Source: an optimization exercise on an open RTL-to-GDS flow (aim: small area, a short achievable clock period and few clock cycles). Production flows keep margins and buffers that such runs may drop. No run shown here included a check of the RTL's function; only the layout flow was run. Power is estimated from default activity; no workload was simulated.

## flow/design.v

```verilog
module qser (
    input  wire        clk,
    input  wire        rst,
    input  wire        req_valid,
    output wire        req_ready,
    input  wire [3:0]  req_op,
    input  wire [1:0]  req_gain,
    input  wire [1:0]  req_pol,
    input  wire [1:0]  req_addr,
    input  wire [1:0]  req_param,
    input  wire [31:0] req_a0,
    input  wire [31:0] req_a1,
    input  wire [31:0] req_a2,
    input  wire [31:0] req_a3,
    input  wire [31:0] req_a4,
    input  wire [15:0] req_r0,
    input  wire [15:0] req_r1,
    output wire        tx_valid,
    output wire [7:0]  tx_data,
    input  wire        tx_ready,
    output wire        rsp_valid,
    output wire [2:0]  rsp_kind,
    output wire [3:0]  rsp_reason
);
    localparam integer S   = 3;          
    localparam integer FQD = 4;          
    localparam [3:0] OP_DAC_INIT  = 4'h3;
    localparam [3:0] OP_DAC_WRITE = 4'h4;
    localparam [3:0] OP_DDS_TONE  = 4'h5;
    localparam [3:0] OP_DDS_RAMP  = 4'h6;
    localparam [3:0] OP_DDS_LOAD  = 4'h7;
    localparam [3:0] OP_DDS_RESET = 4'h8;
    localparam [3:0] OP_DDS_ROFF  = 4'h9;
    localparam [31:0] PHASE_FS  = 32'd360000;
    localparam [31:0] PHASE_OFS = 32'd2160000000;   
    localparam [31:0] REF_MIN   = 32'd2000000;
    localparam [31:0] REF_MAX   = 32'd3000000;
    localparam [2:0] RS_S0 = 3'd0, RS_S1 = 3'd1, RS_S2 = 3'd2, RS_S3 = 3'd3, RS_S4 = 3'd4,
                     RS_S5 = 3'd5, RS_S6 = 3'd6, RS_JOB = 3'd7;
    localparam [1:0] J_NORM  = 2'd0;
    localparam [1:0] J_PHASE = 2'd1;
    localparam [1:0] J_DAC   = 2'd2;
    reg        r_v;
    reg        rdy_q;
    reg [2:0]  r_st;
    reg [3:0]  r_op;
    reg [1:0]  r_gain, r_pol, r_addr, r_param;
    reg [31:0] r_a0, r_a1, r_a2, r_a3, r_a4;
    reg [15:0] r_r0, r_r1;
    reg [2:0]  r_job;
    reg [31:0] r_sp;                     
    reg        f_a, f_b, f_c, f_d, f_z;   
    reg        f_ref, f_ovf;             
    reg        rsp_v_q;
    reg [2:0]  rsp_k_q;
    reg [3:0]  rsp_r_q;
    reg [2:0]  fq_op [0:FQD-1];
    reg [1:0]  fq_f1 [0:FQD-1];
    reg [1:0]  fq_f2 [0:FQD-1];
    reg [1:0]  fq_rd, fq_wr;
    reg [2:0]  fq_cnt;
    wire       fq_space = (fq_cnt != FQD);
    wire [31:0] ramp_fs = (r_param == 2'd1) ? PHASE_FS : r_a4;
    wire        dac_g2  = (r_gain == 2'd2);
    wire        dac_bip = r_pol[0];
    wire [33:0] sp_sx   = {{2{r_sp[31]}}, r_sp};
    wire [33:0] a0_sx   = {{2{r_a0[31]}}, r_a0};
    wire [33:0] dac_v   = dac_g2 ? sp_sx : a0_sx;
    wire [33:0] dac_fs  = dac_g2 ? {r_a3, 2'b00} :
                          (r_gain == 2'd1) ? {r_a1, 2'b00} : {1'b0, r_a1, 1'b0};
    localparam integer A_A1A0 = 0, A_A4A3 = 1, A_A2OF = 2, A_FSA1 = 3, A_SPA3 = 4,
                       A_SPA2 = 5, A_5A0  = 6, A_5SP  = 7, A_5A1  = 8, A_27A1 = 9,
                       A_FSV  = 10, A_N   = 11;
    reg [11:0] ak;
    wire [33:0] pa = ({34{ak[A_A1A0] | ak[A_5A1]}} & {2'd0, r_a1})
                   | ({34{ak[A_A4A3]}}             & {2'd0, r_a4})
                   | ({34{ak[A_A2OF]}}             & {2'd0, r_a2})
                   | ({34{ak[A_FSA1]}}             & {2'd0, ramp_fs})
                   | ({34{ak[A_SPA3] | ak[A_SPA2]}} & {2'd0, r_sp})
                   | ({34{ak[A_5A0]}}              & a0_sx)
                   | ({34{ak[A_5SP]}}              & sp_sx)
                   | ({34{ak[A_27A1]}}             & {r_a1[28:0], 5'd0})
                   | ({34{ak[A_FSV]}}              & dac_fs)
                   | ({34{ak[A_N]}}                & dac_v);
    wire [33:0] qa = ({34{ak[A_A1A0]}}             & {2'd0, r_a0})
                   | ({34{ak[A_A4A3] | ak[A_SPA3] | ak[A_27A1]}} & {2'd0, r_a3})
                   | ({34{ak[A_A2OF] & r_a2[31]}}  & {2'd0, PHASE_OFS})
                   | ({34{ak[A_FSA1]}}             & {2'd0, r_a1})
                   | ({34{ak[A_SPA2]}}             & {2'd0, r_a2})
                   | ({34{ak[A_5A0]}}              & {a0_sx[31:0], 2'b00})
                   | ({34{ak[A_5SP]}}              & {sp_sx[31:0], 2'b00})
                   | ({34{ak[A_5A1]}}              & {r_a1, 2'b00})
                   | ({34{ak[A_FSV]}}              & dac_v)
                   | ({34{ak[A_N] & dac_bip}}      & dac_fs);
    wire        ia = ak[A_A1A0] | ak[A_A4A3] | ak[A_FSA1] | ak[A_SPA3] | ak[A_SPA2] |
                     ak[A_27A1] | ak[A_FSV];
    wire [33:0] ya;
    qadd #(34) u_alu_a (.a(pa), .b(qa ^ {34{ia}}), .cin(ia), .s(ya), .cout());
    reg [2:0] dk;
    reg [3:0] dr;
    reg       d_now;      
    always @(*) begin
        dk = 3'd0; dr = 4'd0; d_now = 1'b0;
        case (r_op)
            OP_DAC_INIT: begin
                d_now = 1'b1;
                if (r_gain == 2'd3)      begin dk = 3'd4; dr = 4'd1; end
                else if (r_pol[1])       begin dk = 3'd5; dr = 4'd2; end
            end
            OP_DAC_WRITE: begin
                d_now = (r_st == RS_S6);
                if (r_addr == 2'd3)      begin dk = 3'd5; dr = 4'd3; end
                else if (r_gain == 2'd3) begin dk = 3'd4; dr = 4'd1; end
                else if (r_pol[1])       begin dk = 3'd5; dr = 4'd2; end
                else if (f_ref)          begin dk = 3'd1; dr = 4'd2; end
                else if (f_ovf || f_c || f_d) begin dk = 3'd1; dr = 4'd1; end
            end
            OP_DDS_TONE: begin
                d_now = (r_st == RS_S2);
                if (r_a1 == 32'd0 || r_a4 == 32'd0) begin dk = 3'd1; dr = 4'd2; end
                else if (f_a || f_b)     begin dk = 3'd1; dr = 4'd1; end
            end
            OP_DDS_RAMP: begin
                d_now = (r_st == RS_S4);
                if (r_param == 2'd3)     begin dk = 3'd5; dr = 4'd4; end
                else if (f_a || f_z)     begin dk = 3'd2; dr = 4'd1; end
                else if (f_c)            begin dk = 3'd2; dr = 4'd2; end
                else if (f_d)            begin dk = 3'd2; dr = 4'd3; end
                else if (r_param != 2'd1 && r_a4 == 32'd0) begin dk = 3'd1; dr = 4'd2; end
                else if (f_b)            begin dk = 3'd1; dr = 4'd1; end
            end
            OP_DDS_LOAD, OP_DDS_RESET, OP_DDS_ROFF: d_now = 1'b1;
            default: begin d_now = 1'b1; dk = 3'd6; dr = 4'd0; end
        endcase
    end
    reg [31:0] jn, jd;
    reg [1:0]  jkind;
    reg [1:0]  jw;          
    reg        jlast;
    always @(*) begin
        jn = r_a0; jd = r_a1; jkind = J_NORM; jw = 2'd0; jlast = 1'b1;
        case (r_op)
            OP_DAC_WRITE: begin
                jkind = J_DAC; jw = 2'd1;
            end
            OP_DDS_TONE: begin
                jlast = (r_job == 3'd2);
                case (r_job)
                    3'd0:    begin jn = r_a0; jd = r_a1; jw = 2'd0; end
                    3'd1:    begin jn = r_a2; jd = PHASE_FS; jkind = J_PHASE; jw = 2'd1; end
                    default: begin jn = r_a3; jd = r_a4; jw = 2'd2; end
                endcase
            end
            default: begin   
                jlast = (r_job == 3'd5);
                jd    = ramp_fs;
                jw    = (r_param == 2'd0) ? 2'd2 : (r_param == 2'd1) ? 2'd1 : 2'd0;
                case (r_job)
                    3'd0:    jn = r_a0;
                    3'd1:    jn = r_a1;
                    3'd2:    jn = r_a2;
                    3'd3:    jn = r_a3;
                    3'd4:    begin jn = {16'd0, r_r0}; jd = 32'd65536; jw = 2'd1; end
                    default: begin jn = {16'd0, r_r1}; jd = 32'd65536; jw = 2'd1; end
                endcase
            end
        endcase
    end
    reg [3:0]  j_steps;
    reg [31:0] j_rem;
    reg [15:0] j_nlo;
    reg [2:0]  j_mask;
    always @(*) begin
        if (jkind == J_PHASE) begin
            j_steps = 4'd10; j_rem = jn >> 14; j_nlo = {jn[13:0], 2'b00}; j_mask = 3'b000;
        end else if (jw == 2'd1) begin
            j_steps = 4'd6;  j_rem = jn >> 2;  j_nlo = {jn[1:0], 14'd0};  j_mask = 3'b001;
        end else if (jw == 2'd0) begin
            j_steps = 4'd5;  j_rem = jn >> 1;  j_nlo = {jn[0], 15'd0};    j_mask = 3'b011;
        end else begin
            j_steps = 4'd11; j_rem = jn >> 1;  j_nlo = {jn[0], 15'd0};    j_mask = 3'b011;
        end
    end
    reg        dv_busy;     
    reg        dv_first;    
    reg        dv_done;     
    reg [3:0]  dv_cnt;
    reg [1:0]  dv_kind;
    reg        dv_sat;
    reg [2:0]  dv_mask;
    reg [31:0] rem;
    reg [15:0] nlo;
    reg [31:0] m1;          
    reg [33:0] m3;          
    reg [34:0] m5, m7;      
    reg [39:0] bcd;
    wire [34:0] x = {rem, nlo[15:13]};
    wire [34:0] mult [1:7];
    assign mult[1] = {3'd0, m1};
    assign mult[2] = {2'd0, m1, 1'b0};
    assign mult[3] = {1'd0, m3};
    assign mult[4] = {1'd0, m1, 2'b0};
    assign mult[5] = m5;
    assign mult[6] = {m3, 1'b0};
    assign mult[7] = m7;
    wire [34:0] df [1:7];
    wire [7:1]  ge;
    genvar gk;
    generate
        for (gk = 1; gk < 8; gk = gk + 1) begin : sub
            qadd #(35) u_sub (.a(x), .b(~mult[gk]), .cin(1'b1), .s(df[gk]), .cout(ge[gk]));
        end
    endgenerate
    wire [7:0]  sel = {ge[7], ge[6:1] & ~ge[7:2], ~ge[1]};
    wire [2:0]  qd  = {ge[4], ge[6] | (ge[2] & ~ge[4]),
                       ge[7] | (ge[5] & ~ge[6]) | (ge[3] & ~ge[4]) | (ge[1] & ~ge[2])};
    wire [31:0] rem_nx = ({32{sel[0]}} & x[31:0])      | ({32{sel[1]}} & df[1][31:0]) |
                         ({32{sel[2]}} & df[2][31:0])  | ({32{sel[3]}} & df[3][31:0]) |
                         ({32{sel[4]}} & df[4][31:0])  | ({32{sel[5]}} & df[5][31:0]) |
                         ({32{sel[6]}} & df[6][31:0])  | ({32{sel[7]}} & df[7][31:0]);
    wire [2:0] qbits = (dv_sat ? 3'b111 : qd) & dv_mask;
    function [39:0] dd_adj(input [39:0] b);
        integer t;
        reg [3:0] d;
        begin
            for (t = 0; t < 10; t = t + 1) begin
                d = b[4*t +: 4];
                dd_adj[4*t+3] = d[3] | (d[2] & (d[1] | d[0]));
                dd_adj[4*t+2] = (d[3] & d[0]) | (d[2] & ~d[1] & ~d[0]);
                dd_adj[4*t+1] = (d[3] & ~d[0]) | (~d[2] & d[1]) | (d[1] & d[0]);
                dd_adj[4*t+0] = (~d[3] & ~d[2] & d[0]) | (d[2] & d[1] & ~d[0]) | (d[3] & ~d[0]);
            end
        end
    endfunction
    wire [39:0] bcd_src = dv_first ? 40'd0 : bcd;
    wire [39:0] bcd_a0  = dd_adj(bcd_src);
    wire [39:0] bcd_s1  = {bcd_a0[38:0], qbits[2]};
    wire [39:0] bcd_a1  = dd_adj(bcd_s1);
    wire [39:0] bcd_s2  = {bcd_a1[38:0], qbits[1]};
    wire [39:0] bcd_a2  = dd_adj(bcd_s2);
    wire [39:0] bcd_nx  = {bcd_a2[38:0], qbits[0]};
    reg [2:0] mask_nx;
    always @(*) begin
        mask_nx = 3'b111;
        if (dv_kind == J_PHASE) begin
            if (dv_cnt > 4'd7)       mask_nx = 3'b000;
            else if (dv_cnt == 4'd7) mask_nx = 3'b001;
        end else if (dv_kind == J_DAC && dv_cnt == 4'd2) begin
            mask_nx = 3'b100;
        end
    end
    reg [39:0] fe0, fe1;
    reg [3:0]  ft0, ft1;
    reg [1:0]  fe_cnt;
    wire       fe_space = (fe_cnt != 2'd2);
    reg [3:0] bcd_top;
    integer q;
    always @(*) begin
        bcd_top = 4'd0;
        for (q = 1; q < 10; q = q + 1)
            if (bcd[4*q +: 4] != 4'd0) bcd_top = q;
    end
    wire [33:0] jd3;
    wire [34:0] jd5, jd7;
    qadd #(34) u_m3 (.a({2'd0, jd}), .b({1'd0, jd, 1'b0}), .cin(1'b0), .s(jd3), .cout());
    qadd #(35) u_m5 (.a({3'd0, jd}), .b({1'd0, jd, 2'b0}), .cin(1'b0), .s(jd5), .cout());
    qadd #(35) u_m7 (.a({jd, 3'b0}), .b(~{3'd0, jd}), .cin(1'b1), .s(jd7), .cout());
    wire fe_push = dv_done && fe_space;
    wire dv_step = dv_busy && !(dv_first && dv_done && !fe_space);
    wire dv_last = dv_step && (dv_cnt == 4'd1);
    wire dv_free = !dv_busy || dv_last;
    wire dv_take = dv_free && r_v && (r_st == RS_JOB);
    reg        ob_v, sk_v;
    reg [7:0]  ob_d, sk_d;
    reg [4:0]  g_pos;
    reg        g_in;
    reg [3:0]  g_dig;
    wire [2:0] h_op = fq_op[fq_rd];
    wire [1:0] h_f1 = fq_f1[fq_rd];
    wire [1:0] h_f2 = fq_f2[fq_rd];
    localparam [2:0] F_INIT = 3'd0, F_WRITE = 3'd1, F_TONE = 3'd2, F_RAMP = 3'd3,
                     F_LOAD = 3'd4, F_RESET = 3'd5, F_ROFF = 3'd6;
    reg [7:0] c_pol, c_gain, c_addr, c_param;
    always @(*) begin
        c_pol   = h_f1[0] ? "b" : "u";
        c_gain  = (h_f2 == 2'd0) ? "1" : (h_f2 == 2'd1) ? "2" : "3";
        c_addr  = (h_f1 == 2'd0) ? "a" : (h_f1 == 2'd1) ? "b" : "c";
        c_param = (h_f1 == 2'd0) ? "f" : (h_f1 == 2'd1) ? "p" : "a";
    end
    reg       t_fld, t_last;
    reg [7:0] t_byte;
    always @(*) begin
        t_fld = 1'b0; t_last = 1'b0; t_byte = "!";
        case (h_op)
            F_INIT:
                case (g_pos)
                    5'd0: t_byte = "D";
                    5'd1: t_byte = "s";
                    5'd2: t_byte = c_pol;
                    5'd3: t_byte = c_gain;
                    default: t_last = 1'b1;
                endcase
            F_WRITE:
                case (g_pos)
                    5'd0: t_byte = "D";
                    5'd1: t_byte = "w";
                    5'd2: t_byte = c_addr;
                    5'd3: t_fld  = 1'b1;
                    default: t_last = 1'b1;
                endcase
            F_TONE:
                case (g_pos)
                    5'd0: t_byte = "d";
                    5'd1: t_byte = "p";
                    5'd2, 5'd4, 5'd6: t_fld = 1'b1;
                    5'd3, 5'd5: t_byte = ",";
                    default: t_last = 1'b1;
                endcase
            F_RAMP:
                case (g_pos)
                    5'd0, 5'd5: t_byte = "d";
                    5'd1, 5'd6: t_byte = "o";
                    5'd2: t_byte = "s";
                    5'd3, 5'd8: t_byte = c_param;
                    5'd4: t_byte = "!";
                    5'd7: t_byte = "p";
                    5'd9, 5'd11, 5'd13, 5'd15, 5'd17, 5'd19: t_fld = 1'b1;
                    5'd10, 5'd12, 5'd14, 5'd16, 5'd18: t_byte = ",";
                    default: t_last = 1'b1;
                endcase
            F_LOAD:
                case (g_pos)
                    5'd0: t_byte = "d";
                    5'd1: t_byte = "l";
                    default: t_last = 1'b1;
                endcase
            F_RESET:
                case (g_pos)
                    5'd0: t_byte = "d";
                    5'd1: t_byte = "r";
                    default: t_last = 1'b1;
                endcase
            default:
                case (g_pos)
                    5'd0: t_byte = "d";
                    5'd1: t_byte = "o";
                    5'd2: t_byte = "x";
                    default: t_last = 1'b1;
                endcase
        endcase
    end
    wire [3:0] g_sel   = g_in ? g_dig : ft0;
    wire [3:0] g_digit = fe0[4*g_sel +: 4];
    wire g_can    = !sk_v && (fq_cnt != 3'd0);
    wire g_fld_ok = (fe_cnt != 2'd0);
    wire g_push   = g_can && (!t_fld || g_fld_ok);
    wire [7:0] g_byte = t_fld ? {4'h3, g_digit} : t_byte;
    wire fe_pop   = g_can && t_fld && g_fld_ok && (g_sel == 4'd0);
    wire fq_pop   = g_can && !t_fld && t_last;
    wire accept  = req_valid && rdy_q;
    wire decide  = r_v && (r_st != RS_JOB) && d_now && fq_space;
    reg [2:0] st_nx;
    always @(*) begin
        st_nx = r_st;
        if (rdy_q)
            st_nx = RS_S0;
        else if (decide)
            st_nx = RS_JOB;
        else if (r_v && r_st != RS_JOB && !d_now)
            st_nx = (r_op == OP_DAC_WRITE && r_st == RS_S0 && !dac_g2) ? RS_S4 : r_st + 3'd1;
    end
    wire [3:0] op_nx = rdy_q ? req_op : r_op;
    reg [11:0] ak_nx;
    always @(*) begin
        ak_nx = 12'd0;
        case (op_nx)
            OP_DDS_TONE:
                case (st_nx)
                    RS_S0: ak_nx[A_A1A0] = 1'b1;
                    RS_S1: ak_nx[A_A4A3] = 1'b1;
                    RS_S2: ak_nx[A_A2OF] = 1'b1;
                    default: ;
                endcase
            OP_DDS_RAMP:
                case (st_nx)
                    RS_S0: ak_nx[A_A1A0] = 1'b1;
                    RS_S1: ak_nx[A_FSA1] = 1'b1;
                    RS_S2: ak_nx[A_SPA3] = 1'b1;
                    RS_S3: ak_nx[A_SPA2] = 1'b1;
                    default: ;
                endcase
            OP_DAC_WRITE:
                case (st_nx)
                    RS_S0: ak_nx[A_5A0]  = 1'b1;
                    RS_S1: ak_nx[A_5SP]  = 1'b1;
                    RS_S2: ak_nx[A_5A1]  = 1'b1;
                    RS_S3: ak_nx[A_27A1] = 1'b1;
                    RS_S4: ak_nx[A_FSV]  = 1'b1;
                    RS_S5: ak_nx[A_N]    = 1'b1;
                    default: ;
                endcase
            default: ;
        endcase
    end
    wire has_job = (r_op == OP_DAC_WRITE) || (r_op == OP_DDS_TONE) || (r_op == OP_DDS_RAMP);
    wire fq_push = decide && (dk == 3'd0);
    wire r_free  = (decide && (dk != 3'd0 || !has_job)) || (dv_take && jlast);
    reg [2:0] fq_new_op;
    always @(*) begin
        case (r_op)
            OP_DAC_INIT:  fq_new_op = F_INIT;
            OP_DAC_WRITE: fq_new_op = F_WRITE;
            OP_DDS_TONE:  fq_new_op = F_TONE;
            OP_DDS_RAMP:  fq_new_op = F_RAMP;
            OP_DDS_LOAD:  fq_new_op = F_LOAD;
            OP_DDS_RESET: fq_new_op = F_RESET;
            default:      fq_new_op = F_ROFF;
        endcase
    end
    wire [1:0] fq_new_f1 = (r_op == OP_DAC_INIT) ? r_pol : (r_op == OP_DAC_WRITE) ? r_addr : r_param;
    always @(posedge clk) begin
        if (rst) begin
            r_v     <= 1'b0;
            rdy_q   <= 1'b1;
            rsp_v_q <= 1'b0;
            fq_rd   <= 2'd0;
            fq_wr   <= 2'd0;
            fq_cnt  <= 3'd0;
            dv_busy <= 1'b0;
            dv_done <= 1'b0;
            fe_cnt  <= 2'd0;
            ob_v    <= 1'b0;
            sk_v    <= 1'b0;
            g_pos   <= 5'd0;
            g_in    <= 1'b0;
        end else begin
            rsp_v_q <= decide;
            if (decide) begin
                rsp_k_q <= dk;
                rsp_r_q <= dr;
            end
            r_st <= st_nx;
            ak   <= ak_nx;
            f_z  <= (r_sp == 32'd0);
            if (rdy_q) begin
                r_job   <= 3'd0;
                r_op    <= req_op;
                r_gain  <= req_gain;
                r_pol   <= req_pol;
                r_addr  <= req_addr;
                r_param <= req_param;
                r_a0    <= req_a0;
                r_a1    <= req_a1;
                r_a2    <= req_a2;
                r_a3    <= req_a3;
                r_a4    <= req_a4;
                r_r0    <= req_r0;
                r_r1    <= req_r1;
            end
            if (accept) begin
                r_v     <= 1'b1;
                rdy_q   <= 1'b0;
            end else if (!rdy_q) begin
                if (r_free) begin
                    r_v   <= 1'b0;
                    rdy_q <= 1'b1;
                end
                if (dv_take)
                    r_job <= r_job + 3'd1;
                if (r_v) begin
                    case (r_op)
                        OP_DDS_TONE:
                            if (r_st == RS_S0) f_a <= ya[33];
                            else if (r_st == RS_S1) f_b <= ya[33];
                            else if (decide) r_a2 <= ya[31:0];
                        OP_DDS_RAMP:
                            case (r_st)
                                RS_S0: begin
                                    r_sp <= ya[31:0];
                                    f_a  <= ya[33];
                                end
                                RS_S1: f_b <= ya[33];
                                RS_S2: f_c <= ya[33];
                                RS_S3: f_d <= ya[33];
                                default: ;
                            endcase
                        OP_DAC_WRITE:
                            case (r_st)
                                RS_S0: begin
                                    r_sp  <= ya[31:0];
                                    f_ref <= (r_a1 < REF_MIN) || (r_a1 > REF_MAX);
                                    f_ovf <= (r_a0[31:25] != {7{r_a0[31]}});
                                end
                                RS_S1: r_sp <= ya[31:0];
                                RS_S2: r_a3 <= ya[31:0];
                                RS_S3: r_a3 <= ya[31:0];
                                RS_S4: f_d  <= ya[33];
                                RS_S5: begin
                                    f_c  <= ya[33];
                                    r_a0 <= ya[31:0];
                                    r_a1 <= dac_bip ? dac_fs[32:1] << 2 : dac_fs[31:0];
                                end
                                default: ;
                            endcase
                        default: ;
                    endcase
                end
            end
            if (fq_push) begin
                fq_op[fq_wr] <= fq_new_op;
                fq_f1[fq_wr] <= fq_new_f1;
                fq_f2[fq_wr] <= r_gain;
                fq_wr <= fq_wr + 2'd1;
            end
            if (fq_pop) fq_rd <= fq_rd + 2'd1;
            fq_cnt <= fq_cnt + (fq_push ? 3'd1 : 3'd0) - (fq_pop ? 3'd1 : 3'd0);
            if (dv_step) begin
                dv_cnt   <= dv_cnt - 4'd1;
                dv_first <= 1'b0;
                dv_mask  <= mask_nx;
                rem      <= rem_nx;
                nlo      <= nlo << 3;
                bcd      <= bcd_nx;
            end
            if (fe_push) dv_done <= 1'b0;
            if (dv_last) begin
                dv_busy <= 1'b0;
                dv_done <= 1'b1;
            end
            if (dv_take) begin
                dv_busy  <= 1'b1;
                dv_first <= 1'b1;
                dv_cnt   <= j_steps;
                dv_kind  <= jkind;
                dv_sat   <= (jkind != J_PHASE) && (jn == jd);
                dv_mask  <= j_mask;
                rem      <= j_rem;
                nlo      <= j_nlo;
                m1       <= jd;
                m3       <= jd3;
                m5       <= jd5;
                m7       <= jd7;
            end
            if (fe_pop) begin
                fe0 <= fe1;
                ft0 <= ft1;
            end
            if (fe_push) begin
                if (fe_cnt == 2'd0 || (fe_cnt == 2'd1 && fe_pop)) begin
                    fe0 <= bcd;
                    ft0 <= bcd_top;
                end else begin
                    fe1 <= bcd;
                    ft1 <= bcd_top;
                end
            end
            fe_cnt <= fe_cnt + (fe_push ? 2'd1 : 2'd0) - (fe_pop ? 2'd1 : 2'd0);
            if (g_push) begin
                if (t_fld) begin
                    if (g_sel == 4'd0) begin
                        g_in  <= 1'b0;
                        g_pos <= g_pos + 5'd1;
                    end else begin
                        g_in  <= 1'b1;
                        g_dig <= g_sel - 4'd1;
                    end
                end else if (t_last) begin
                    g_pos <= 5'd0;
                end else begin
                    g_pos <= g_pos + 5'd1;
                end
            end
            if (ob_v && tx_ready) begin
                if (sk_v) begin
                    ob_d <= sk_d;
                    sk_v <= 1'b0;
                end else if (g_push) begin
                    ob_d <= g_byte;
                end else begin
                    ob_v <= 1'b0;
                end
            end else if (!ob_v) begin
                if (g_push) begin
                    ob_v <= 1'b1;
                    ob_d <= g_byte;
                end
            end else if (g_push) begin
                sk_v <= 1'b1;
                sk_d <= g_byte;
            end
        end
    end
    assign req_ready  = rdy_q;
    assign tx_valid   = ob_v;
    assign tx_data    = ob_d;
    assign rsp_valid  = rsp_v_q;
    assign rsp_kind   = rsp_k_q;
    assign rsp_reason = rsp_r_q;
endmodule
module qadd #(parameter integer W = 32) (
    input  wire [W-1:0] a,
    input  wire [W-1:0] b,
    input  wire         cin,
    output wire [W-1:0] s,
    output wire         cout
);
    localparam integer NB = (W + 3) / 4;
    localparam integer L  = (NB <= 1) ? 1 : $clog2(NB);
    wire [W-1:0] p  = a ^ b;
    wire [W-1:0] g0 = a & b;
    wire [W-1:0] g  = {g0[W-1:1], g0[0] | (p[0] & cin)};
    wire [W-1:0] ig, ip;
    genvar i, l, k;
    generate
        for (i = 0; i < W; i = i + 1) begin : grp
            if (i % 4 == 0) begin : first
                assign ig[i] = g[i];
                assign ip[i] = p[i];
            end else begin : rest
                assign ig[i] = g[i] | (p[i] & ig[i-1]);
                assign ip[i] = p[i] & ip[i-1];
            end
        end
    endgenerate
    wire [NB-1:0] kg [0:L];
    wire [NB-1:0] kp [0:L];
    generate
        for (k = 0; k < NB; k = k + 1) begin : blk
            assign kg[0][k] = ig[(4*k+3 < W) ? 4*k+3 : W-1];
            assign kp[0][k] = ip[(4*k+3 < W) ? 4*k+3 : W-1];
        end
        for (l = 0; l < L; l = l + 1) begin : lvl
            for (k = 0; k < NB; k = k + 1) begin : node
                if (k >= (1 << l)) begin : comb
                    assign kg[l+1][k] = kg[l][k] | (kp[l][k] & kg[l][k - (1 << l)]);
                    assign kp[l+1][k] = kp[l][k] & kp[l][k - (1 << l)];
                end else begin : pass
                    assign kg[l+1][k] = kg[l][k];
                    assign kp[l+1][k] = kp[l][k];
                end
            end
        end
    endgenerate
    wire [W:0] c;
    assign c[0] = cin;
    generate
        for (i = 1; i <= W; i = i + 1) begin : car
            if (i % 4 == 0) begin : edge_c
                assign c[i] = kg[L][i/4 - 1];
            end else if (i < 4) begin : low
                assign c[i] = ig[i-1];
            end else begin : mid
                assign c[i] = ig[i-1] | (ip[i-1] & kg[L][i/4 - 1]);
            end
        end
    endgenerate
    assign s    = p ^ c[W-1:0];
    assign cout = c[W];
endmodule
```

## flow/run.sh

```bash
#!/bin/bash
# synth_recipe.tcl (not shown) runs the flow's synth.tcl, then flattens the netlist and writes it again
# the make line also repeats each setting of config.mk as NAME=value (left out here)
make -C /OpenROAD-flow-scripts/flow DESIGN_CONFIG=/design/flow/config.mk WORK_HOME=/design/flow/orfs CLKGATE_MAP_FILE= SYNTH_SCRIPT=/design/flow/synth_recipe.tcl finish
```

## flow/config.mk

```make
export PLATFORM = sky130hd
export DESIGN_NAME = qser
export DESIGN_NICKNAME = qser
export VERILOG_FILES = /design/flow/design.v
export SDC_FILE = /design/flow/constraint.sdc
export NUM_CORES = 4
export LEC_CHECK = 0
export CAP_MARGIN = 20
export CORE_MARGIN = 2
export CORE_UTILIZATION = 45
export SETUP_SLACK_MARGIN = 5
export SLEW_MARGIN = 20
```

## flow/constraint.sdc

```tcl
create_clock -name core_clock -period 10.0 [get_ports {clk}]
set_input_delay 2.0000 -clock core_clock [delete_from_list [all_inputs] [get_ports {clk}]]
set_output_delay 2.0000 -clock core_clock [all_outputs]
set_load 0.01 [all_outputs]
```

==> metrics.yaml, run 1 <==
drc: 0
synth.most_common_cell: "edfxtp_1"
ant_nets: 0
wl_per_cell_microns: 26.7
synth_top_area_share_pct: 35.3
vias: 48900
p_leak_nw: 24.8
finalPower_mw: 9.01
hold_depth: 2
endpoint: "r_a3[29]"
power_density_nw_per_um2: 143
ff2ff_path_depth: 18
cts_buffers: 78
instances_no_fill: 7576
cts_root_buffer: "clkbuf_16"
relSlewSlack_pct: 9.43
rows: 126
grt_pass1_wl_mm: 297
tritoncts: "yes"
clockBufferDepth: 3
dp_cells: 7255
synth_ff_type: "edfxtp_1"
synth_cell_types: 105
die_y_microns: 349
place_hpwl_mm: 146
clkTransAtPathRegs_ns: 0.06
grt-ovfl-total: 0
timing.final.ws_setup_ns: 4.72
yosysWarnings: 3
drt_iter0_drc: 5738
outcome: "finished clean"
holdWs_ns: 0.506
worst_setup_path_start_kind: "flop"
yosysSeqAreaShare_pct: 36.2
gp_congestion: 0.975
port_buffers: 224
syn_area_sq_um: 53600
hold_path.class: "reg -> reg"
synthCells: 5747
dieArea_sq_um: 122000
maxCapViolations: 0
synth_top_area_cell: "edfxtp_1"
finalSetupViolCount: 0
final_util_pct: 53.4
tightest_slew_ns: 1.35
drive_above_1_share_pct: 12.8
dr.pass1.iters: 8
htreeDepth: 3
track_usage_pct: 32.1
period_minus_slack_ns: 5.28
rsz0062_at_grt: "yes"
cts_hold_buf: 0
fmax_mhz: 189
syn_avg_cell_area_sq_um: 9.33
antenna_found_initial: 4
min_period_over_period_pct: 52.8
ir_drop_mv: 0.132
nets: 6650
reg2reg_to: "r_a3[29]"
crit_arrival_ns: 5.70
finClkSkew_ns: 0.0402
die_width_microns: 349
regToRegStartpoint: "r_a1[1]"
required_ns: 10.42
critPathMaxFanout: 10
endpoint_kind: "flop"
grt_pass1_vias: 46300
async_reset_ff_share_pct: 0
dpl_cell_area_sq_um: 57400
io_pins: 226
fin_setup_tns_ns: 0
post-place-ws_ns: 3.51
synth_nets: 6420
path_class: "reg -> reg"
design_area_sq_um: 63000
finalWirelength_mm: 202
drt-vias-per-instance: 6.45
synth_area_leaders: "edfxtp_1 (35%), ha_1 (8.5%), o21ai_0 (3.9%), nand2_1 (3.8%), fa_1 (3.7%)"
synth_common_cells: "edfxtp_1 (630), nand2_1 (542), o21ai_0 (416)"
hold_violations: 0
synth_edf_count: 630
area_growth_pct: 17.5
cts.sinks: 654
initial_core_util_pct: 45.4
slew_viol_final: 0
synth-seq-cells: 654
r2r_slack_ns: 4.72
grt_max_degree: 121
coreArea_sq_um: 118000
clk_latency_ns: 0.69
startpoint: "r_a1[1]"
## layout make-up
cell class,count,area (sq um)
inverters,345,1310
clock buffers,96,2060
clock inverters,46,556
diodes,1,2.50
well taps,1536,1920
multi-input cells,4406,33100
fillers,10500,55100
repair buffers,492,4680
flip-flops and latches,654,19400
## worst min path at each step
| stage | from | endpoint | slack [ns] |
|---|---|---|---|
| final | nlo[9] | nlo[12] | 0.51 |
| after global routing | nlo[9] | nlo[12] | 0.52 |
| after CTS | nlo[9] | nlo[12] | 0.49 |
| after detailed placement | dv_busy | dv_done | 0.50 |
| after global placement | dv_busy | dv_done | 0.50 |
| after floorplan | bcd[0] | fe1[0] | 0.42 |
## sequential cells by signal, indices dropped and copies added (netlist names), 12 cells and up, named ones only
| name | cells |
|---|---|
| r_a2 | 32 |
| rem | 32 |
| nlo | 14 |
| m7 | 33 |
| ak | 12 |
| r_sp | 32 |
| fq_op | 12 |
| m3 | 33 |
| r_a0 | 32 |
| fe1 | 40 |
| r_a3 | 32 |
| fe0 | 40 |
| r_r1 | 16 |
| m1 | 32 |
| bcd | 40 |
| r_r0 | 16 |
| r_a1 | 32 |
| m5 | 33 |
| r_a4 | 32 |
## cell families (layout without fill, tap and decap cells)
group	after synthesis	count (layout)	share of synthesized area (%)
xor gates and xnor gates	284	284	4.64
buffers and inverters	692	979	5.05
other	1	2	0.00699
AOI/OAI and AO/OA	1865	1867	23.4
and+or+nand+nor	1548	1551	13.7
muxes	237	237	4.79
adders and majority gates	466	466	12.3
DFF	654	654	36.2
## layout by cell type, fill, tap and decap left out, types with 57 or more instances in the layout
master / instances
nor2_1: 342
fa_1: 83
xnor2_1: 160
o211ai_1: 58
inv_1: 314
nand2b_1: 86
o21ai_0: 388
a221oi_1: 57
ha_1: 344
nand3_1: 109
xor2_1: 111
mux2i_1: 179
a211oi_1: 65
nor3_1: 80
clkdlybuf4s50_1: 223
buf_4: 221
nand2_1: 539
clkbuf_16: 79
edfxtp_1: 630
a21oi_1: 353
a21o_1: 110
nand4_1: 59
a31oi_1: 57
a22oi_1: 206
## routing by layer
metal	vias up	share of wire (%)	track usage (%)
li1	22100	-	-
met1	23500	42	44.3
met2	2698	42	47.6
met3	594	9.9	6.51
met4	2	6.3	16.4
met5	-	0.0044	0
## critical path: stages (launching register included)
cell and delay, ns:
edfxtp_1 0.68, a222oi_1 0.54, o2111ai_2 0.19, xor2_1 0.19
fa_2 0.39, fa_2 0.38, fa_2 0.40, a21o_1 0.19
a21oi_4 0.17, nor3_4 0.07, o31ai_4 0.27, a211oi_4 0.16
o211ai_1 0.18, nand2_1 0.10, a31o_2 0.22, fa_2 0.38
xnor2_4 0.18, nor2_1 0.06, a221o_1 0.26
## report_power, final
group | internal [mW] | switching [mW]
logic | 1.08 | 1.49
clock network | 1.69 | 1.26
registers | 3.23 | 0.245
total | 6.01 | 3.00
## repair_timing
item	CTS	global route
hold endpoints to repair	0	0
setup buffers	110	56
gates resized for setup	183	145
gates cloned	9	3
setup endpoints to repair	201	126
pin swaps	67	88
==> run 2, diff against run 1 <==
==> flow/flow/run.sh (new file) <==
#!/bin/bash
set -o pipefail
bash standard.sh finish SETUP_SLACK_MARGIN=6 > standard.log 2>&1
==> flow/standard.sh (new file) <==
#!/bin/bash
# synth_recipe.tcl (not shown) runs the flow's synth.tcl, then flattens the netlist and writes it again
# the make line also repeats each setting of config.mk as NAME=value (left out here)
make -C /OpenROAD-flow-scripts/flow DESIGN_CONFIG=/design/flow/config.mk WORK_HOME=/design/flow/orfs CLKGATE_MAP_FILE= SYNTH_SCRIPT=/design/flow/synth_recipe.tcl "${@:-finish}"
removed: flow/run.sh
==> metrics.yaml, run 2 <==
required_ns: 10.43  # about the same
min_period_over_period_pct: 52.7  # -0.060 points
synth_top_area_share_pct: 35.3  # unchanged
slew_viol_final: 0  # unchanged
power_density_nw_per_um2: 141  # -1.6%
final_common_cell: "edfxtp_1"
grt_pass1_wl_mm: 308  # +3.7%
rows: 126  # unchanged
intPower_mw: 6.33  # +5.3%
relSlewSlack_pct: 24.1  # +15 points
drive_above_1_share_pct: 20.4  # +7.6 points
dieArea_sq_um: 122000  # unchanged
fin_setup_tns_ns: 0  # unchanged
design_area_sq_um: 67500  # +7.1%
initial_core_util_pct: 45.4  # unchanged
syn_avg_cell_area_sq_um: 9.33  # unchanged
fmax_mhz: 190  # +0.11%
outcome: "finished clean"
yosysSeqAreaShare_pct: 36.2  # unchanged
tritoncts: "yes"
drt-vias-per-instance: 6.44  # -0.27%
coreArea_sq_um: 118000  # unchanged
reg2reg_to: "r_a3[30]"
grt_pass1_vias: 48100  # +3.9%
gp_congestion: 0.989  # +1.4%
final_util_pct: 57.2  # +3.8 points
multi_input_comb_area_sq_um: 35000  # +5.7%
cts_hold_buf: 0  # unchanged
cts_root_buffer: "clkbuf_16"
clk_latency_ns: 0.69  # about the same
grt_max_degree: 153  # +26%
synth_cell_types: 105  # unchanged
synth_ff_type: "edfxtp_1"
ir_drop_mv: 0.133  # +0.33%
synth_area_leaders: "edfxtp_1 (35%), ha_1 (8.5%), o21ai_0 (3.9%), nand2_1 (3.8%), fa_1 (3.7%)"
synth_nets: 6420  # unchanged
tightest_slew_ns: 1.14  # -0.210 ns
drt_iter0_drc: 5910  # +3.0%
area_growth_pct: 25.8
cts.sinks: 654  # unchanged
seqCellArea_sq_um: 19400  # about the same
die_width_microns: 349  # unchanged
wl_per_cell_microns: 26.8  # +0.20%
die_y_microns: 349  # unchanged
clockBufferDepth: 3  # unchanged
hold_path.class: "reg -> reg"
regToRegStartpoint: "ak[9]"
vias: 50300  # +2.9%
synth_common_cells: "edfxtp_1 (630), nand2_1 (542), o21ai_0 (416)"
ff2ff_path_depth: 20  # +2
grt-ovfl-total: 0  # unchanged
track_usage_pct: 33.3  # +1.2 points
rsz0062_at_grt: "yes"
synth-seq-cells: 654  # unchanged
finalSetupViolCount: 0  # unchanged
top_regs: "bcd (40), fe0 (40), fe1 (40)"
nets: 6890  # +3.6%
power.switching_mw: 3.16  # +5.4%
io_pins: 226  # unchanged
clkTransAtPathRegs_ns: 0.06  # about the same
endpoint_kind: "flop"
finClkSkew_ns: 0.0467  # +0.00649 ns
ant_nets: 0  # unchanged
crit_arrival_ns: 5.70  # about the same
worst_setup_path_start_kind: "flop"
cts_buffers: 78  # unchanged
dr.pass1.iters: 10  # +2
port_buffers: 224  # unchanged
startpoint: "ak[9]"
pwr-share-seq_pct: 36.4  # -2.2 points
hold_violations: 0  # unchanged
r2r_slack_ns: 4.73  # about the same
period_minus_slack_ns: 5.27  # -0.00600 ns
syn_area_sq_um: 53600  # unchanged
endpoint: "r_a3[30]"
critPathMaxFanout: 34  # +24
synthCells: 5747  # unchanged
htreeDepth: 3  # unchanged
finalPower_mw: 9.49  # +5.3%
synth_edf_count: 630  # unchanged
antenna_found_initial: 7  # +3
fillers: 10100  # -4.0%
holdWs_ns: 0.494  # -0.0117 ns
dpl_cell_area_sq_um: 57800  # +0.71%
async_reset_ff_share_pct: 0  # unchanged
synth.most_common_cell: "edfxtp_1"
switching_share_pct: 33.3  # about the same
path_class: "reg -> reg"
combPwrFrac_pct: 31.7  # +3.1 points
layout_common_cells: "edfxtp_1 (630), nand2_1 (524), buf_4 (342), ha_1 (328)"
place_hpwl_mm: 147  # +0.79%
clockPowerShare_pct: 31.9  # -0.9 points
synth_top_area_cell: "edfxtp_1"
finalWirelength_mm: 209  # +3.4%
maxCapViolations: 0  # unchanged
yosysWarnings: 3  # unchanged
p_leak_nw: 26.6  # +7.3%
drc: 0  # unchanged
-- run 2: cell count changes in the layout (fill, tap and decap cells not counted), sizes merged --
cell      change
a21o          +1
buf         +238
bufinv        +1
clkbuf        -2
clkinv        +4
clkinvlp      -6
diode         +4
inv           +4
nand3b        +1
o22ai         -1
-- run 2: kinds of logic (layout without fill, tap and decap cells) --
family | after synthesis | after routing | share of synthesized area (%)
other | 1 | 6 | 0.00699
XOR/XNOR | 284 | 284 | 4.64
buffers and inverters | 692 | 1218 | 5.05
multiplexers | 237 | 237 | 4.79
flip-flops | 654 | 654 | 36.2
AND/OR/NAND/NOR | 1548 | 1552 | 13.7
adder cells (fa/ha/maj) | 466 | 466 | 12.3
AO/OA/AOI/OAI | 1865 | 1867 | 23.4
-- run 2: layer usage --
| metal | GRT usage [%] | up-vias | part of all wire (%) | routed length (microns) |
|---|---|---|---|---|
| met1 | 44.6 | 24300 | 41 | 85100 |
| met4 | 18.5 | 4 | 6.6 | 13900 |
| li1 | - | 22600 | - | - |
| met2 | 49.9 | 2754 | 43 | 89400 |
| met3 | 7.35 | 710 | 10 | 21000 |
| met5 | 0 | - | 0.013 | 27 |
-- run 2: worst min-delay path by stage --
stage	cells past startpoint	from	to
6_report	2	dv_busy	dv_done
5_1_grt	2	dv_busy	dv_done
4_1_cts	2	dv_busy	dv_done
3_5_place_dp	2	dv_busy	dv_done
3_3_place_gp	2	dv_busy	dv_done
2_1_floorplan	0	bcd[0]	fe1[0]
-- run 2: timing repair --
action / 4_1_cts / 5_1_grt
cloned: 16 / 1
resized for setup: 470 / 264
pin swaps: 210 / 189
endpoints found under the setup margin: 257 / 251
setup buffers: 302 / 97
-- run 2: area by class of cell --
type | instances | area share (%)
sequential | 654 | 28.8
antenna | 5 | 0.0185
inverter | 345 | 1.98
tap | 1536 | 2.85
multi-input combinational | 4407 | 51.8
timing repair buffer | 731 | 10.6
clock buffer | 93 | 3.10
clock inverter | 49 | 0.925
-- run 2: critical path, stage by stage (launching register included) --
cell and delay (ns):
edfxtp_1 0.43, buf_12 0.16, or3_4 0.40, nand2b_2 0.21, buf_12 0.20, xor2_1 0.19, fa_2 0.39, fa_2 0.37
fa_2 0.35, a21o_1 0.19, a21oi_2 0.20, nor3_4 0.09, o31ai_4 0.27, a211oi_4 0.14, buf_4 0.16, buf_6 0.11
o2111a_1 0.24, or3_1 0.36, a21oi_2 0.17, xnor2_2 0.12, o221a_2 0.25
-- run 2: power groups by stage --
stage / Sequential [mW] / Clock, mW / Combinational [mW]
finish: 3.46 / 3.02 / 3.01
global route: 3.46 / 3.17 / 3.22
CTS: 3.44 / 3.07 / 2.72
detailed placement: 3.50 / 0 / 2.24
global placement: 3.50 / 0 / 2.22
floorplan: 3.37 / 0 / 1.57
-- run 2: per-stage QoR --
| stage | worst slack, ns | instances |
|---|---|---|
| final | 4.73 | 7820 |
| after global routing | 4.50 | 7815 |
| after CTS | 4.69 | 7715 |
| after detailed placement | 3.75 | 7255 |
| after global placement | 3.87 | 7255 |
| after floorplan | 4.28 | 5747 |
==> run 3, diff against run 2 <==
--- a/flow/design.v
+++ b/flow/design.v
@@ -133,35 +133,48 @@
             default: begin d_now = 1'b1; dk = 3'd6; dr = 4'd0; end
         endcase
     end
-    reg [31:0] jn, jd;
+    reg [5:0]  jn_sel;      
+    reg [3:0]  jd_sel;      
     reg [1:0]  jkind;
     reg [1:0]  jw;          
     reg        jlast;
+    wire [31:0] jn = ({32{jn_sel[0]}} & r_a0) | ({32{jn_sel[1]}} & r_a1) |
+                     ({32{jn_sel[2]}} & r_a2) | ({32{jn_sel[3]}} & r_a3) |
+                     ({32{jn_sel[4]}} & {16'd0, r_r0}) | ({32{jn_sel[5]}} & {16'd0, r_r1});
+    wire [31:0] jd = ({32{jd_sel[0]}} & r_a1) | ({32{jd_sel[1]}} & r_a4) |
+                     ({32{jd_sel[2]}} & PHASE_FS) | ({32{jd_sel[3]}} & 32'd65536);
+    reg [5:0] jn_sel_nx;
+    reg [3:0] jd_sel_nx;
+    reg [1:0] jkind_nx, jw_nx;
+    reg       jlast_nx;
+    reg [3:0] jop;
+    reg [1:0] jpar;
+    reg [2:0] jjob;
     always @(*) begin
-        jn = r_a0; jd = r_a1; jkind = J_NORM; jw = 2'd0; jlast = 1'b1;
-        case (r_op)
+        jn_sel_nx = 6'b000001; jd_sel_nx = 4'b0001; jkind_nx = J_NORM; jw_nx = 2'd0; jlast_nx = 1'b1;
+        case (jop)
             OP_DAC_WRITE: begin
-                jkind = J_DAC; jw = 2'd1;
+                jkind_nx = J_DAC; jw_nx = 2'd1;
             end
             OP_DDS_TONE: begin
-                jlast = (r_job == 3'd2);
-                case (r_job)
-                    3'd0:    begin jn = r_a0; jd = r_a1; jw = 2'd0; end
-                    3'd1:    begin jn = r_a2; jd = PHASE_FS; jkind = J_PHASE; jw = 2'd1; end
-                    default: begin jn = r_a3; jd = r_a4; jw = 2'd2; end
+                jlast_nx = (jjob == 3'd2);
+                case (jjob)
+                    3'd0:    begin jn_sel_nx = 6'b000001; jd_sel_nx = 4'b0001; jw_nx = 2'd0; end
+                    3'd1:    begin jn_sel_nx = 6'b000100; jd_sel_nx = 4'b0100; jkind_nx = J_PHASE; jw_nx = 2'd1; end
+                    default: begin jn_sel_nx = 6'b001000; jd_sel_nx = 4'b0010; jw_nx = 2'd2; end
                 endcase
             end
             default: begin   
-                jlast = (r_job == 3'd5);
-                jd    = ramp_fs;
-                jw    = (r_param == 2'd0) ? 2'd2 : (r_param == 2'd1) ? 2'd1 : 2'd0;
-                case (r_job)
-                    3'd0:    jn = r_a0;
-                    3'd1:    jn = r_a1;
-                    3'd2:    jn = r_a2;
-                    3'd3:    jn = r_a3;
-                    3'd4:    begin jn = {16'd0, r_r0}; jd = 32'd65536; jw = 2'd1; end
-                    default: begin jn = {16'd0, r_r1}; jd = 32'd65536; jw = 2'd1; end
+                jlast_nx  = (jjob == 3'd5);
+                jd_sel_nx = (jpar == 2'd1) ? 4'b0100 : 4'b0010;
+                jw_nx     = (jpar == 2'd0) ? 2'd2 : (jpar == 2'd1) ? 2'd1 : 2'd0;
+                case (jjob)
+                    3'd0:    jn_sel_nx = 6'b000001;
+                    3'd1:    jn_sel_nx = 6'b000010;
+                    3'd2:    jn_sel_nx = 6'b000100;
+                    3'd3:    jn_sel_nx = 6'b001000;
+                    3'd4:    begin jn_sel_nx = 6'b010000; jd_sel_nx = 4'b1000; jw_nx = 2'd1; end
+                    default: begin jn_sel_nx = 6'b100000; jd_sel_nx = 4'b1000; jw_nx = 2'd1; end
                 endcase
             end
         endcase
@@ -370,6 +383,11 @@
             st_nx = (r_op == OP_DAC_WRITE && r_st == RS_S0 && !dac_g2) ? RS_S4 : r_st + 3'd1;
     end
     wire [3:0] op_nx = rdy_q ? req_op : r_op;
+    always @(*) begin
+        jop  = op_nx;
+        jpar = rdy_q ? req_param : r_param;
+        jjob = rdy_q ? 3'd0 : (dv_take ? r_job + 3'd1 : r_job);
+    end
     reg [11:0] ak_nx;
     always @(*) begin
         ak_nx = 12'd0;
@@ -439,8 +457,13 @@
                 rsp_k_q <= dk;
                 rsp_r_q <= dr;
             end
-            r_st <= st_nx;
-            ak   <= ak_nx;
+            r_st   <= st_nx;
+            ak     <= ak_nx;
+            jn_sel <= jn_sel_nx;
+            jd_sel <= jd_sel_nx;
+            jkind  <= jkind_nx;
+            jw     <= jw_nx;
+            jlast  <= jlast_nx;
             f_z  <= (r_sp == 32'd0);
             if (rdy_q) begin
                 r_job   <= 3'd0;
@@ -604,8 +627,8 @@
     output wire [W-1:0] s,
     output wire         cout
 );
-    localparam integer NB = (W + 3) / 4;
-    localparam integer L  = (NB <= 1) ? 1 : $clog2(NB);
+    localparam integer NB = (W + 1) / 2;
+    localparam integer L  = (NB <= 2) ? 1 : (NB <= 4) ? 2 : (NB <= 8) ? 3 : (NB <= 16) ? 4 : 5;
     wire [W-1:0] p  = a ^ b;
     wire [W-1:0] g0 = a & b;
     wire [W-1:0] g  = {g0[W-1:1], g0[0] | (p[0] & cin)};
@@ -613,7 +636,7 @@
     genvar i, l, k;
     generate
         for (i = 0; i < W; i = i + 1) begin : grp
-            if (i % 4 == 0) begin : first
+            if (i % 2 == 0) begin : first
                 assign ig[i] = g[i];
                 assign ip[i] = p[i];
             end else begin : rest
@@ -626,8 +649,8 @@
     wire [NB-1:0] kp [0:L];
     generate
         for (k = 0; k < NB; k = k + 1) begin : blk
-            assign kg[0][k] = ig[(4*k+3 < W) ? 4*k+3 : W-1];
-            assign kp[0][k] = ip[(4*k+3 < W) ? 4*k+3 : W-1];
+            assign kg[0][k] = ig[(2*k+1 < W) ? 2*k+1 : W-1];
+            assign kp[0][k] = ip[(2*k+1 < W) ? 2*k+1 : W-1];
         end
         for (l = 0; l < L; l = l + 1) begin : lvl
             for (k = 0; k < NB; k = k + 1) begin : node
@@ -645,12 +668,12 @@
     assign c[0] = cin;
     generate
         for (i = 1; i <= W; i = i + 1) begin : car
-            if (i % 4 == 0) begin : edge_c
-                assign c[i] = kg[L][i/4 - 1];
-            end else if (i < 4) begin : low
+            if (i % 2 == 0) begin : edge_c
+                assign c[i] = kg[L][i/2 - 1];
+            end else if (i < 2) begin : low
                 assign c[i] = ig[i-1];
             end else begin : mid
-                assign c[i] = ig[i-1] | (ip[i-1] & kg[L][i/4 - 1]);
+                assign c[i] = ig[i-1] | (ip[i-1] & kg[L][i/2 - 1]);
             end
         end
     endgenerate
==> flow/run.sh (new file) <==
#!/bin/bash
# synth_recipe.tcl (not shown) runs the flow's synth.tcl, then flattens the netlist and writes it again
# the make line also repeats each setting of config.mk as NAME=value (left out here)
make -C /OpenROAD-flow-scripts/flow DESIGN_CONFIG=/design/flow/config.mk WORK_HOME=/design/flow/orfs CLKGATE_MAP_FILE= SYNTH_SCRIPT=/design/flow/synth_recipe.tcl finish
removed: flow/flow/run.sh
removed: flow/standard.sh
==> metrics.yaml, run 3 <==
yosysWarnings: 3  # unchanged
hold_violations: 0  # unchanged
synth_cell_types: 101  # -3.8%
grt_max_degree: 151  # -1.3%
clockBufferDepth: 3  # unchanged
tritoncts: "yes"
dp_cells: 7010  # -3.4%
synth_ff_type: "edfxtp_1"
rsz0062_at_grt: "yes"
io_pins: 226  # unchanged
period_minus_slack_ns: 5.08  # -0.191 ns
drc: 0  # unchanged
synth_top_area_share_pct: 36.5  # +1.2 points
synth-seq-cells: 669  # +2.3%
endpoint_kind: "flop"
required_ns: 10.43  # about the same
synth.most_common_cell: "edfxtp_1"
crit_arrival_ns: 5.51  # -0.19 ns
vias: 46700  # -7.1%
wl_met2_mm: 87.7  # -1.9%
cts_buffers: 80  # +2.6%
syn_area_sq_um: 53100  # -1.0%
nets: 6416  # -6.9%
synth_nets: 6216  # -3.2%
finalPower_mw: 9.00  # -5.1%
drt_iter0_drc: 5306  # -10%
hold_path.class: "reg -> reg"
maxCapViolations: 0  # unchanged
yosysSeqAreaShare_pct: 37.4  # +1.2 points
min_to: "dv_done"
place_hpwl_mm: 143  # -2.6%
synth_top_area_cell: "edfxtp_1"
top_regs: "bcd (40), fe0 (40), fe1 (40)"
cts_root_buffer: "clkbuf_16"
synth_common_cells: "edfxtp_1 (645), nand2_1 (493), o21ai_0 (390)"
die_width_microns: 347  # -0.50%
fmax_mhz: 197  # +3.8%
met3_length_mm: 18.8  # -10%
grt-ovfl-total: 0  # unchanged
synth_area_leaders: "edfxtp_1 (36%), ha_1 (9.0%), fa_1 (6.3%), o21ai_0 (3.7%), a21oi_1 (3.6%)"
cts.sinks: 669  # +2.3%
final_common_cell: "edfxtp_1"
grt_pass1_vias: 44900  # -6.7%
wl_met1_mm: 83.8  # -1.5%
hold_depth: 2  # unchanged
design_area_sq_um: 61500  # -8.9%
regToRegStartpoint: "ak[0]"
initial_core_util_pct: 45.1  # -0.27 points
path_class: "reg -> reg"
rows: 126  # unchanged
holdWs_ns: 0.482  # -0.0118 ns
worst_setup_path_start_kind: "flop"
r2r_slack_ns: 4.92  # +0.19 ns
fillers: 10600  # +5.4%
coreArea_sq_um: 118000  # -0.40%
port_buffers: 224  # unchanged
min_from: "dv_busy"
p_leak_nw: 23.9  # -10%
ant_nets: 0  # unchanged
dieArea_sq_um: 121000  # -0.99%
fin_setup_tns_ns: 0  # unchanged
track_usage_pct: 32.5  # -0.83 points
htreeDepth: 3  # unchanged
dpl_cell_area_sq_um: 56900  # -1.6%
instances_no_fill: 7264  # -7.1%
syn_avg_cell_area_sq_um: 9.72  # +4.2%
final_util_pct: 52.3  # -4.9 points
finalWirelength_mm: 202  # -3.7%
top_layer_used: "met5"
drive_above_1_share_pct: 9.67  # -11 points
clkTransAtPathRegs_ns: 0.06  # about the same
power_density_nw_per_um2: 146  # +4.2%
timing.final.ws_setup_ns: 4.92  # +0.191 ns
dr.pass1.iters: 9  # -1
reg2reg_to: "r_a0[31]"
gp_congestion: 0.980  # -0.85%
ff2ff_path_depth: 21  # +5.0%
slew_viol_final: 0  # unchanged
wl_per_cell_microns: 27.8  # +3.7%
critPathMaxFanout: 9  # -74%
synth_edf_count: 645  # +2.4%
die_y_microns: 347  # -0.50%
relSlewSlack_pct: 19.2  # -5.0 points
drt-vias-per-instance: 6.43  # about the same
min_period_over_period_pct: 50.8  # -1.9 points
tightest_slew_ns: 1.21  # +0.0745 ns
outcome: "finished clean"
finalSetupViolCount: 0  # unchanged
finClkSkew_ns: 0.0279  # -0.0188 ns
synthCells: 5461  # -5.0%
layout_common_cells: "edfxtp_1 (645), nand2_1 (488), ha_1 (380), o21ai_0 (370), a21oi_1 (370)"
async_reset_ff_share_pct: 0  # unchanged
grt_pass1_wl_mm: 295  # -4.1%
post-place-ws_ns: 3.54  # -0.212 ns
antenna_found_initial: 3  # -4
clk_latency_ns: 0.69  # about the same
ir_drop_mv: 0.122  # -8.4%
area_growth_pct: 15.8
## run 3: power by group
group / total [mW] / leakage, nW / switching, mW / internal, mW
combinational: 2.41 / 16.4 / 1.44 / 0.978
clock: 3.05 / 1.29 / 1.35 / 1.70
sequential: 3.54 / 6.23 / 0.219 / 3.32
total: 9.00 / 23.9 / 3.01 / 5.99
## run 3: what timing repair did
| action | 4_1_cts | 5_1_grt |
|---|---|---|
| gates cloned | 9 | 2 |
| buffers inserted | 41 | 52 |
| endpoints found under the setup margin | 155 | 95 |
| pin swaps | 22 | 40 |
| hold buffers | 0 | 0 |
| gates resized for setup | 103 | 79 |
## run 3: layout make-up
cell class | count | area [sq um] | share of cell area, %
antenna | 1 | 2.50 | 0.00407
clock buffer | 90 | 2060 | 3.35
clock inverter | 58 | 617 | 1.00
inverter | 345 | 1300 | 2.12
multi-input combinational | 4134 | 31400 | 51.1
sequential | 669 | 19900 | 32.3
tap | 1536 | 1920 | 3.13
timing repair buffer | 431 | 4320 | 7.02
## run 3: critical path: stages (launching register included)
cell	delay (ns)
edfxtp_1	0.45
buf_12	0.17
or2_4	0.24
buf_12	0.15
buf_12	0.15
a22oi_2	0.20
o2111ai_1	0.13
a221o_1	0.30
ha_1	0.33
a21o_1	0.18
a21oi_2	0.15
nor2b_2	0.07
o41a_1	0.45
nor4_4	0.29
a21oi_4	0.13
a41oi_2	0.24
nand2b_1	0.09
a21o_1	0.17
fa_2	0.38
xor2_4	0.18
a222oi_1	0.27
inv_1	0.08
## run 3: kinds of logic (layout without fill, tap and decap cells)
family / count (synthesis) / count (layout) / share of synthesized area [%]
muxes: 205 / 205 / 4.04
xor gates and xnor gates: 250 / 250 / 4.12
and+or+nand+nor: 1377 / 1377 / 12.2
AOI/OAI and AO/OA: 1754 / 1754 / 22.2
buffers and inverters: 658 / 924 / 4.80
other: 1 / 2 / 0.00706
DFF: 669 / 669 / 37.4
adders and majority gates: 547 / 547 / 15.3
## run 3: worst max-delay path by stage
stage,slack [ns],depth (start not counted),to,startpoint
after floorplan,4.06,3,ob_d[0],rst
after global placement,3.58,21,r_a0[31],r_gain[1]
after detailed placement,3.54,20,r_a0[31],r_gain[1]
after CTS,4.97,19,r_a2[30],ak[9]
after global routing,4.76,20,r_a0[31],r_gain[0]
final,4.92,21,r_a0[31],ak[0]
## run 3: routing by layer
layer / vias up / global-route usage [%]
met4: 4 / 15.9
met5: - / 0
met3: 595 / 6.82
met1: 22700 / 44.3
li1: 20900 / -
met2: 2530 / 49.2
==> run 4, diff against run 3 <==
--- a/flow/design.v
+++ b/flow/design.v
@@ -42,6 +42,7 @@
     localparam [1:0] J_DAC   = 2'd2;
     reg        r_v;
     reg        rdy_q;
+    reg        rdy_n;                    
     reg [2:0]  r_st;
     reg [3:0]  r_op;
     reg [1:0]  r_gain, r_pol, r_addr, r_param;
@@ -82,20 +83,20 @@
                    | ({34{ak[A_27A1]}}             & {r_a1[28:0], 5'd0})
                    | ({34{ak[A_FSV]}}              & dac_fs)
                    | ({34{ak[A_N]}}                & dac_v);
-    wire [33:0] qa = ({34{ak[A_A1A0]}}             & {2'd0, r_a0})
-                   | ({34{ak[A_A4A3] | ak[A_SPA3] | ak[A_27A1]}} & {2'd0, r_a3})
+    wire [33:0] qa = ({34{ak[A_A1A0]}}             & ~{2'd0, r_a0})
+                   | ({34{ak[A_A4A3] | ak[A_SPA3] | ak[A_27A1]}} & ~{2'd0, r_a3})
                    | ({34{ak[A_A2OF] & r_a2[31]}}  & {2'd0, PHASE_OFS})
-                   | ({34{ak[A_FSA1]}}             & {2'd0, r_a1})
-                   | ({34{ak[A_SPA2]}}             & {2'd0, r_a2})
+                   | ({34{ak[A_FSA1]}}             & ~{2'd0, r_a1})
+                   | ({34{ak[A_SPA2]}}             & ~{2'd0, r_a2})
                    | ({34{ak[A_5A0]}}              & {a0_sx[31:0], 2'b00})
                    | ({34{ak[A_5SP]}}              & {sp_sx[31:0], 2'b00})
                    | ({34{ak[A_5A1]}}              & {r_a1, 2'b00})
-                   | ({34{ak[A_FSV]}}              & dac_v)
+                   | ({34{ak[A_FSV]}}              & ~dac_v)
                    | ({34{ak[A_N] & dac_bip}}      & dac_fs);
     wire        ia = ak[A_A1A0] | ak[A_A4A3] | ak[A_FSA1] | ak[A_SPA3] | ak[A_SPA2] |
                      ak[A_27A1] | ak[A_FSV];
     wire [33:0] ya;
-    qadd #(34) u_alu_a (.a(pa), .b(qa ^ {34{ia}}), .cin(ia), .s(ya), .cout());
+    qadd #(34) u_alu_a (.a(pa), .b(qa), .cin(ia), .s(ya), .cout());
     reg [2:0] dk;
     reg [3:0] dr;
     reg       d_now;      
@@ -437,21 +438,7 @@
     end
     wire [1:0] fq_new_f1 = (r_op == OP_DAC_INIT) ? r_pol : (r_op == OP_DAC_WRITE) ? r_addr : r_param;
     always @(posedge clk) begin
-        if (rst) begin
-            r_v     <= 1'b0;
-            rdy_q   <= 1'b1;
-            rsp_v_q <= 1'b0;
-            fq_rd   <= 2'd0;
-            fq_wr   <= 2'd0;
-            fq_cnt  <= 3'd0;
-            dv_busy <= 1'b0;
-            dv_done <= 1'b0;
-            fe_cnt  <= 2'd0;
-            ob_v    <= 1'b0;
-            sk_v    <= 1'b0;
-            g_pos   <= 5'd0;
-            g_in    <= 1'b0;
-        end else begin
+        begin
             rsp_v_q <= decide;
             if (decide) begin
                 rsp_k_q <= dk;
@@ -483,10 +470,12 @@
             if (accept) begin
                 r_v     <= 1'b1;
                 rdy_q   <= 1'b0;
+                rdy_n   <= 1'b1;
             end else if (!rdy_q) begin
                 if (r_free) begin
                     r_v   <= 1'b0;
                     rdy_q <= 1'b1;
+                    rdy_n <= 1'b0;
                 end
                 if (dv_take)
                     r_job <= r_job + 3'd1;
@@ -612,8 +601,24 @@
                 sk_d <= g_byte;
             end
         end
+        if (rst) begin
+            r_v     <= 1'b0;
+            rdy_q   <= 1'b1;
+            rdy_n   <= 1'b0;
+            rsp_v_q <= 1'b0;
+            fq_rd   <= 2'd0;
+            fq_wr   <= 2'd0;
+            fq_cnt  <= 3'd0;
+            dv_busy <= 1'b0;
+            dv_done <= 1'b0;
+            fe_cnt  <= 2'd0;
+            ob_v    <= 1'b0;
+            sk_v    <= 1'b0;
+            g_pos   <= 5'd0;
+            g_in    <= 1'b0;
+        end
     end
-    assign req_ready  = rdy_q;
+    assign req_ready  = !rdy_n;
     assign tx_valid   = ob_v;
     assign tx_data    = ob_d;
     assign rsp_valid  = rsp_v_q;
==> metrics.yaml, run 4 <==
outcome: "finished clean"
dieArea_sq_um: 115000  # -5.1%
fmax_mhz: 201  # +2.1%
wl_per_cell_microns: 27.2  # -2.1%
finClkSkew_ns: 0.0455  # +0.0176 ns
ant_nets: 0  # unchanged
cts_hold_buf: 0  # unchanged
drt_iter0_drc: 5291  # -0.28%
clk_latency_ns: 0.69  # about the same
synth_common_cells: "nand2_1 (489), edfxtp_1 (432), o21ai_0 (393)"
io_pins: 226  # unchanged
required_ns: 10.56  # +0.13 ns
grt-ovfl-total: 0  # unchanged
yosysSeqAreaShare_pct: 35.2  # -2.2 points
tritoncts: "yes"
antenna_found_initial: 7  # +4
synthCells: 5412  # -0.90%
synth-seq-cells: 669  # unchanged
hold_violations: 0  # unchanged
fin_setup_tns_ns: 0  # unchanged
clockBufferDepth: 3  # unchanged
ir_drop_mv: 0.156  # +28%
top_regs: "bcd (40), fe0 (40), fe1 (40)"
initial_core_util_pct: 45.4  # +0.28 points
r2r_slack_ns: 5.02  # +0.10 ns
critPathMaxFanout: 25  # +16
synth-xor-area-share_pct: 3.78  # -0.35 points
syn_avg_cell_area_sq_um: 9.30  # -4.3%
cts_root_buffer: "clkbuf_16"
drt-vias-per-instance: 6.39  # -0.62%
power_density_nw_per_um2: 159  # +8.5%
final_common_cell: "nand2_1"
cts_buffers: 82  # +2.5%
synth_top_area_cell: "edfxtp_1"
synthMuxAreaShare_pct: 3.87  # -0.17 points
synth.most_common_cell: "nand2_1"
syn_area_sq_um: 50300  # -5.2%
grt_pass1_wl_mm: 286  # -3.1%
nets: 6327  # -1.4%
rows: 122  # -3.2%
final_util_pct: 52.5  # +0.27 points
maxCapViolations: 0  # unchanged
drive_above_1_share_pct: 8.76  # -0.91 points
layout_common_cells: "nand2_1 (486), edfxtp_1 (432), a21oi_1 (384), o21ai_0 (379), ha_1 (376)"
synth_ff_type: "edfxtp_1"
synth_top_area_share_pct: 25.8  # -11 points
die_width_microns: 338  # -2.6%
finalSetupViolCount: 0  # unchanged
period_minus_slack_ns: 4.98  # -0.104 ns
grt_pass1_vias: 43200  # -3.8%
place_hpwl_mm: 141  # -1.4%
coreArea_sq_um: 111000  # -5.8%
synth_nets: 6168  # -0.77%
slew_viol_final: 0  # unchanged
path_class: "reg -> reg"
yosys.area_share.simple_pct: 12.3  # +0.14 points
endpoint_kind: "flop"
tightest_slew_ns: 1.15  # -0.0631 ns
synthAdderAreaFrac_pct: 16.2  # +0.91 points
vias: 45600  # -2.5%
die_y_microns: 338  # -2.6%
track_usage_pct: 32.9  # +0.38 points
p_leak_nw: 23.6  # -1.2%
synth_cell_types: 91  # -9.9%
synth_edf_count: 432  # -33%
holdWs_ns: 0.468  # -0.0137 ns
clkTransAtPathRegs_ns: 0.06  # about the same
dr.pass1.iters: 9  # unchanged
grt_max_degree: 89  # -41%
drc: 0  # unchanged
htreeDepth: 3  # unchanged
rsz0062_at_grt: "yes"
yosysWarnings: 3  # unchanged
synth_top_family_by_area: "compound AO/OA/AOI/OAI gates"
async_reset_ff_share_pct: 0  # unchanged
hold_path.class: "reg -> reg"
area_growth_pct: 15.6
worst_setup_path_start_kind: "flop"
gp_congestion: 1.00  # +2.5%
synth-compound-area-share_pct: 23.5  # +1.3 points
relSlewSlack_pct: 23.4  # +4.2 points
crit_arrival_ns: 5.54  # +0.03 ns
synth_area_leaders: "edfxtp_1 (26%), ha_1 (9.4%), dfxtp_1 (9.4%), fa_1 (6.7%), o21ai_0 (3.9%)"
finalWirelength_mm: 194  # -3.9%
port_buffers: 224  # unchanged
min_period_over_period_pct: 49.8  # -1.0 points
cts.sinks: 669  # unchanged
==> run 4: cell types whose count changed after synthesis, moves of 14 or more <==
cell,delta
a21oi_1,+14
a22o_1,+15
a22oi_1,-48
a311oi_1,-14
dfxtp_1,+213
edfxtp_1,-213
inv_1,+30
mux2i_1,-20
nand4_1,-18
nor2_1,+17
o2111ai_1,-15
o22a_1,-18
o22ai_1,+45
xnor2_1,-30
==> run 4: kinds of logic after synthesis <==
group           count (synthesis)
flops                         669
mux                           182
simple gates                 1343
other cells                     1
xor+xnor                      217
buf+inv                       673
compound gates               1777
fa+ha+maj                     550
==> run 4: critical path, cell delays in order, from the launching register on <==
cell        delay (ns)
dfxtp_1           0.36
buf_8             0.25
clkinvlp_2        0.64
o22ai_1           0.37
a21oi_1           0.06
o211ai_1          0.15
a221o_1           0.15
ha_1              0.27
and4_1            0.25
nand2_1           0.10
o2bb2ai_2         0.11
a211oi_2          0.33
o41ai_4           0.13
a21o_1            0.22
nand2_2           0.10
a21oi_4           0.07
a31o_2            0.28
fa_2              0.41
xor2_2            0.21
a222oi_1          0.31
inv_1             0.06
==> run 4: worst paths after layout <==
path	start	to	cells past startpoint
setup reg to reg	ak[3]	r_a0[31]	20
hold reg to reg	jkind[1]	dv_kind[1]	0
setup / recovery	ak[3]	r_a0[31]	20
hold / removal	jkind[1]	dv_kind[1]	0
==> run 4: final cells by class <==
class,instances,area (sq um)
antenna,1,2.50
timing repair buffer,368,3620
clock buffer,101,2240
fill,10200,52600
inverter,378,1450
sequential,669,17700
multi-input combinational,4071,30600
clock inverter,52,658
tap,1488,1860
timing repair inverter,1,5.00
==> run 4: repair_timing <==
action,in CTS,in global routing
endpoints found under the setup margin,134,121
pin swaps,12,16
cloned,7,1
buffers inserted,24,15
resized for setup,80,88
==> run 4: metal layers <==
metal  part of all wire (%)  GRT usage, %  up-vias
li1                       -             -    20500
met4                    5.3          15.5        4
met5                  0.012             0        -
met1                     43          46.2    22100
met2                     42          47.7     2531
met3                     10          7.59      504
==> run 4: report_power, final <==
part | switching (mW) | internal (mW)
Sequential | 0.300 | 3.22
Combinational | 1.48 | 1.01
Clock | 1.34 | 1.90
==> run 4: per-stage QoR <==
step / power, mW / setup slack (ns) / instances / instance area [sq um]
floorplan: 5.00 / 5.02 / 5412 / 50400
global placement: 5.87 / 3.59 / 6926 / 54100
detailed placement: 5.90 / 3.50 / 6927 / 54200
CTS: 9.19 / 5.00 / 7111 / 57800
global route: 9.63 / 4.86 / 7128 / 58200
finish: 9.25 / 5.02 / 7129 / 58200

Setup slack of run 4, layout unchanged: 5.022 ns with ideal ports, 5.022 ns with driving cells assumed (clock clkbuf_16, inputs buf_2), 5.022 ns with port delays also shifted by the 0.748 ns mid clock arrival.
